This is an optimization exercise on Yosys and OpenROAD, whose aim is small area, a short achievable clock period and few clock cycles per item, not a production implementation.
Function was checked by simulation only, so behaviour that the tests miss may differ from the original.

==> run a <==
// nfr_tank
module nfr_tank (
    input  wire        clk,
    input  wire        rst,
    input  wire        in_valid,
    output wire        in_ready,
    input  wire [31:0] ap_coeff,
    input  wire [31:0] lp_a,
    input  wire [31:0] fb_gain_l,
    input  wire [31:0] fb_gain_r,
    input  wire [31:0] xs_l,
    input  wire [31:0] vd1_l,
    input  wire [31:0] vd2_l,
    input  wire [31:0] s0_l,
    input  wire [31:0] s1_l,
    input  wire [31:0] frac_l,
    input  wire [31:0] xs_r,
    input  wire [31:0] vd1_r,
    input  wire [31:0] vd2_r,
    input  wire [31:0] s0_r,
    input  wire [31:0] s1_r,
    input  wire [31:0] frac_r,
    output reg         out_valid,
    output wire [31:0] wet_l,
    output wire [31:0] w1_l,
    output wire [31:0] w2_l,
    output wire [31:0] w3_l,
    output wire [31:0] wet_r,
    output wire [31:0] w1_r,
    output wire [31:0] w2_r,
    output wire [31:0] w3_r
);
==> module nfr_fmul, before the edit <==
module nfr_fmul (
    input  wire [31:0] a,
    input  wire [31:0] b,
    output reg  [31:0] y
);
    wire        sy = a[31] ^ b[31];
    wire [7:0]  ea = a[30:23];
    wire [7:0]  eb = b[30:23];
    wire a_max  = &ea;
    wire b_max  = &eb;
    wire a_nan  = a_max && (a[22:0] != 23'd0);
    wire b_nan  = b_max && (b[22:0] != 23'd0);
    wire a_inf  = a_max && (a[22:0] == 23'd0);
    wire b_inf  = b_max && (b[22:0] == 23'd0);
    wire a_zero = (a[30:0] == 31'd0);
    wire b_zero = (b[30:0] == 31'd0);
    wire        nza = |ea;
    wire        nzb = |eb;
    wire [23:0] qa  = {nza, a[22:0]};
    wire [23:0] qb  = {nzb, b[22:0]};
    wire [47:0] p   = booth24(qa, qb);
    function [47:0] booth24;
        input [23:0] x;
        input [23:0] z;
        reg   [26:0] zz;
        reg   [47:0] acc;
        reg   [2:0]  trip;
        reg   [25:0] m;
        reg          neg;
        integer      i;
        begin
            zz  = {3'b000, z};
            acc = 48'd0;
            for (i = 0; i < 13; i = i + 1)
                acc = acc - (48'd1 << (26 + 2 * i));
            for (i = 0; i < 13; i = i + 1) begin
                trip = (i == 0) ? {zz[1], zz[0], 1'b0} : {zz[2*i+1], zz[2*i], zz[2*i-1]};
                case (trip)
                    3'b000, 3'b111: begin m = 26'd0;            neg = 1'b0; end
                    3'b001, 3'b010: begin m = {2'b0, x};        neg = 1'b0; end
                    3'b011:         begin m = {1'b0, x, 1'b0};  neg = 1'b0; end
                    3'b100:         begin m = {1'b0, x, 1'b0};  neg = 1'b1; end
                    default:        begin m = {2'b0, x};        neg = 1'b1; end
                endcase
                acc = acc + ({21'd0, ~neg, (neg ? ~m : m)} << (2 * i))
                          + ({47'd0, neg} << (2 * i));
            end
            booth24 = acc;
        end
    endfunction
    function [4:0] lzc24;
        input [23:0] v;
        integer k;
        begin
            lzc24 = 5'd0;
            for (k = 0; k <= 23; k = k + 1)
                if (v[k]) lzc24 = 5'd23 - k[4:0];
        end
    endfunction
    function [4:0] tzc24;
        input [23:0] v;
        integer k;
        begin
            tzc24 = 5'd0;
            for (k = 23; k >= 0; k = k - 1)
                if (v[k]) tzc24 = k[4:0];
        end
    endfunction
    wire [8:0]  esum = {1'b0, ea[7:1], ea[0] | ~nza} + {1'b0, eb[7:1], eb[0] | ~nzb};
    wire [5:0]  lzs  = {1'b0, lzc24(qa)} + {1'b0, lzc24(qb)};
    wire [5:0]  tzs  = {1'b0, tzc24(qa)} + {1'b0, tzc24(qb)} + 6'd2;
    wire signed [10:0] t1 = 11'sd23 - $signed({5'd0, lzs});
    wire signed [10:0] t2 = 11'sd151 - $signed({2'd0, esum});
    wire signed [10:0] tm = (t1 > t2) ? t1 : t2;
    wire [5:0]  k0 = (tm > 11'sd50) ? 6'd50 : tm[5:0];
    wire        stk0 = tzs < k0;             
    wire        stk1 = tzs <= k0;            
    wire [49:0] pp = {p, 2'b00};
    wire [26:0] r0 = pp >> k0;
    wire        up = r0[26];
    wire signed [10:0] ex0 = $signed({2'd0, esum}) - 11'sd150 + $signed({5'd0, k0});
    wire signed [10:0] ex1 = ex0 + 11'sd1;
    wire        ovf0 = ex0 > 11'sd254;
    wire        ovf1 = ex1 > 11'sd254;
    wire [7:0]  ef0  = r0[25] ? ex0[7:0] : 8'd0;
    wire        inc0 = r0[1] & (r0[0] | stk0 | r0[2]);
    wire [30:0] rnd0 = {ef0, r0[24:2]} + {30'd0, inc0};
    wire        inc1 = r0[2] & (r0[1] | stk1 | r0[3]);
    wire [30:0] rnd1 = {ex1[7:0], r0[25:3]} + {30'd0, inc1};
    wire        ovf = up ? ovf1 : ovf0;
    wire [30:0] rnd = up ? rnd1 : rnd0;
    always @* begin
        if (a_nan || b_nan || (a_inf && b_zero) || (b_inf && a_zero))
            y = 32'h7fc00000;
        else if (a_inf || b_inf)
            y = {sy, 8'hff, 23'd0};
        else if (a_zero || b_zero)
            y = {sy, 31'd0};
        else if (ovf)
            y = {sy, 8'hff, 23'd0};
        else
            y = {sy, rnd};
    end
endmodule
Settings: LEC_CHECK=0, ABC_AREA=1, CAP_MARGIN=20, CORE_MARGIN=2, CORE_UTILIZATION=55, SLEW_MARGIN=20; clock period 40.0 ns.
standard.sh (not shown) runs the stock make flow with config.mk's settings and CLKGATE_MAP_FILE= SYNTH_SCRIPT=/design/flow/synth_recipe.tcl, a recipe that flattens the netlist after the stock synthesis.
==> flow/flow/run.sh <==
#!/bin/bash
set -euo pipefail
MARGIN=$(cat flow/margin.txt)
bash standard.sh synth > synth.log 2>&1
bash standard.sh SETUP_SLACK_MARGIN=$MARGIN finish > layout.log 2>&1
==> flow/flow/margin.txt <==
31
==> run b (differences from run a) <==
--- a/flow/design.v
+++ b/flow/design.v
@@ -125,34 +125,5 @@
     wire [23:0] qa  = {nza, a[22:0]};
     wire [23:0] qb  = {nzb, b[22:0]};
-    wire [47:0] p   = booth24(qa, qb);
-    function [47:0] booth24;
-        input [23:0] x;
-        input [23:0] z;
-        reg   [26:0] zz;
-        reg   [47:0] acc;
-        reg   [2:0]  trip;
-        reg   [25:0] m;
-        reg          neg;
-        integer      i;
-        begin
-            zz  = {3'b000, z};
-            acc = 48'd0;
-            for (i = 0; i < 13; i = i + 1)
-                acc = acc - (48'd1 << (26 + 2 * i));
-            for (i = 0; i < 13; i = i + 1) begin
-                trip = (i == 0) ? {zz[1], zz[0], 1'b0} : {zz[2*i+1], zz[2*i], zz[2*i-1]};
-                case (trip)
-                    3'b000, 3'b111: begin m = 26'd0;            neg = 1'b0; end
-                    3'b001, 3'b010: begin m = {2'b0, x};        neg = 1'b0; end
-                    3'b011:         begin m = {1'b0, x, 1'b0};  neg = 1'b0; end
-                    3'b100:         begin m = {1'b0, x, 1'b0};  neg = 1'b1; end
-                    default:        begin m = {2'b0, x};        neg = 1'b1; end
-                endcase
-                acc = acc + ({21'd0, ~neg, (neg ? ~m : m)} << (2 * i))
-                          + ({47'd0, neg} << (2 * i));
-            end
-            booth24 = acc;
-        end
-    endfunction
+    wire [47:0] p   = qa * qb;
     function [4:0] lzc24;
         input [23:0] v;
@@ -185,15 +156,11 @@
     wire [26:0] r0 = pp >> k0;
     wire        up = r0[26];
-    wire signed [10:0] ex0 = $signed({2'd0, esum}) - 11'sd150 + $signed({5'd0, k0});
-    wire signed [10:0] ex1 = ex0 + 11'sd1;
-    wire        ovf0 = ex0 > 11'sd254;
-    wire        ovf1 = ex1 > 11'sd254;
-    wire [7:0]  ef0  = r0[25] ? ex0[7:0] : 8'd0;
-    wire        inc0 = r0[1] & (r0[0] | stk0 | r0[2]);
-    wire [30:0] rnd0 = {ef0, r0[24:2]} + {30'd0, inc0};
-    wire        inc1 = r0[2] & (r0[1] | stk1 | r0[3]);
-    wire [30:0] rnd1 = {ex1[7:0], r0[25:3]} + {30'd0, inc1};
-    wire        ovf = up ? ovf1 : ovf0;
-    wire [30:0] rnd = up ? rnd1 : rnd0;
+    wire [25:0] r  = up ? r0[26:1] : r0[25:0];
+    wire        sticky = r[0] | (up ? stk1 : stk0);
+    wire signed [10:0] ex = $signed({2'd0, esum}) - 11'sd150 + $signed({5'd0, k0}) + $signed({10'd0, up});
+    wire        ovf = ex > 11'sd254;
+    wire [7:0]  ef  = r[25] ? ex[7:0] : 8'd0;
+    wire        inc = r[1] & (sticky | r[2]);
+    wire [30:0] rnd = {ef, r[24:2]} + {30'd0, inc};
     always @* begin
         if (a_nan || b_nan || (a_inf && b_zero) || (b_inf && a_zero))
==> flow/run.sh (new file) <==
#!/bin/bash
# synth_recipe.tcl (not shown) runs the flow's synth.tcl, then flattens the netlist and writes it again
# the make line also repeats each setting of config.mk as NAME=value (left out here)
make -C /OpenROAD-flow-scripts/flow DESIGN_CONFIG=/design/flow/config.mk WORK_HOME=/design/flow/orfs CLKGATE_MAP_FILE= SYNTH_SCRIPT=/design/flow/synth_recipe.tcl finish
CORE_UTILIZATION = 40   (was 55)
removed: flow/flow/run.sh
removed: flow/flow/margin.txt
removed: flow/standard.sh
==> comparison table <==
item	run b	run a
Instance count after placement with tap cells included	20258	18050
Post-Synthesis Net Count	18578	17143
Cell Rows	193	159
Post-synthesis sequential area ratio	17.8%	18.8%
Average cell area after synthesis	6.76 µm²	6.80 µm²
Global placement routability congestion	1.06	1.20
Initial Util	40.1%	55.5%
Post-Place Worst Slack	27.40 ns	27.23 ns
TritonCTS Buffers	98	86
Netlist area before placement	111000 µm²	105000 µm²
Count of cell types in the netlist	89	84
Synth area leader	sky130_fd_sc_hd__fa_1	sky130_fd_sc_hd__nand2_1
Adder and majority cell fraction of the synthesized area	25.9%	19.0%
Die outline width	530 µm	440 µm
Die height	530 µm	440 µm
Basic-gate share of the synthesized area counting and, or, nand and nor cells	30.0%	30.2%
Buffers inserted by post-CTS timing repair	0	712
Mux contribution to synthesized area	0.290%	0.144%
DP Wirelength	386000 µm	425000 µm
Placement Cell Area	121000 µm²	113000 µm²
Complex-gate fraction of the synthesized area	10.2%	14.9%
Yosys top cell area share	17.8%	14.4%
Post-CTS resize count	0	3167
Mapped Cells	16364	15363
Post-Synth XOR/XNOR Area	2.17%	6.98%
Result of the run	timing/DRC/antenna clean	did not finish
Stage where the flow stopped	-	5_1_grt
Testbench counts of run a, summed over its fixed seeds: cycles 28,688, frames 2,048.
Testbench counts of run b, summed over its fixed seeds: cycles 28,688, frames 2,048.

==> what the ideal ports hide <==
The flow's constraints put no driver on any port. The routed layout listed below was extracted and timed again, unchanged, in two steps.
Step 1 assumes that a clkbuf_16 drives the clock port and a buf_2 every other input.
Step 2, shift: input delay + t, output delay - t, t = (earliest + latest rising clock arrival at the registers) / 2. This alone moves slack from input paths to output paths.
Slacks: ideal / step 1 / step 2; pairs: ideal / step 1.
run: run b
t, ns: 0.857
setup WS [ns]: 27.086 / 27.086 / 27.086
clock arrival spread, ns: 0.140 / 0.140
After both steps setup and hold are still met in run b. The setup slack of run b moves by 0.000 ns with the drivers and by 0.000 ns with both steps.
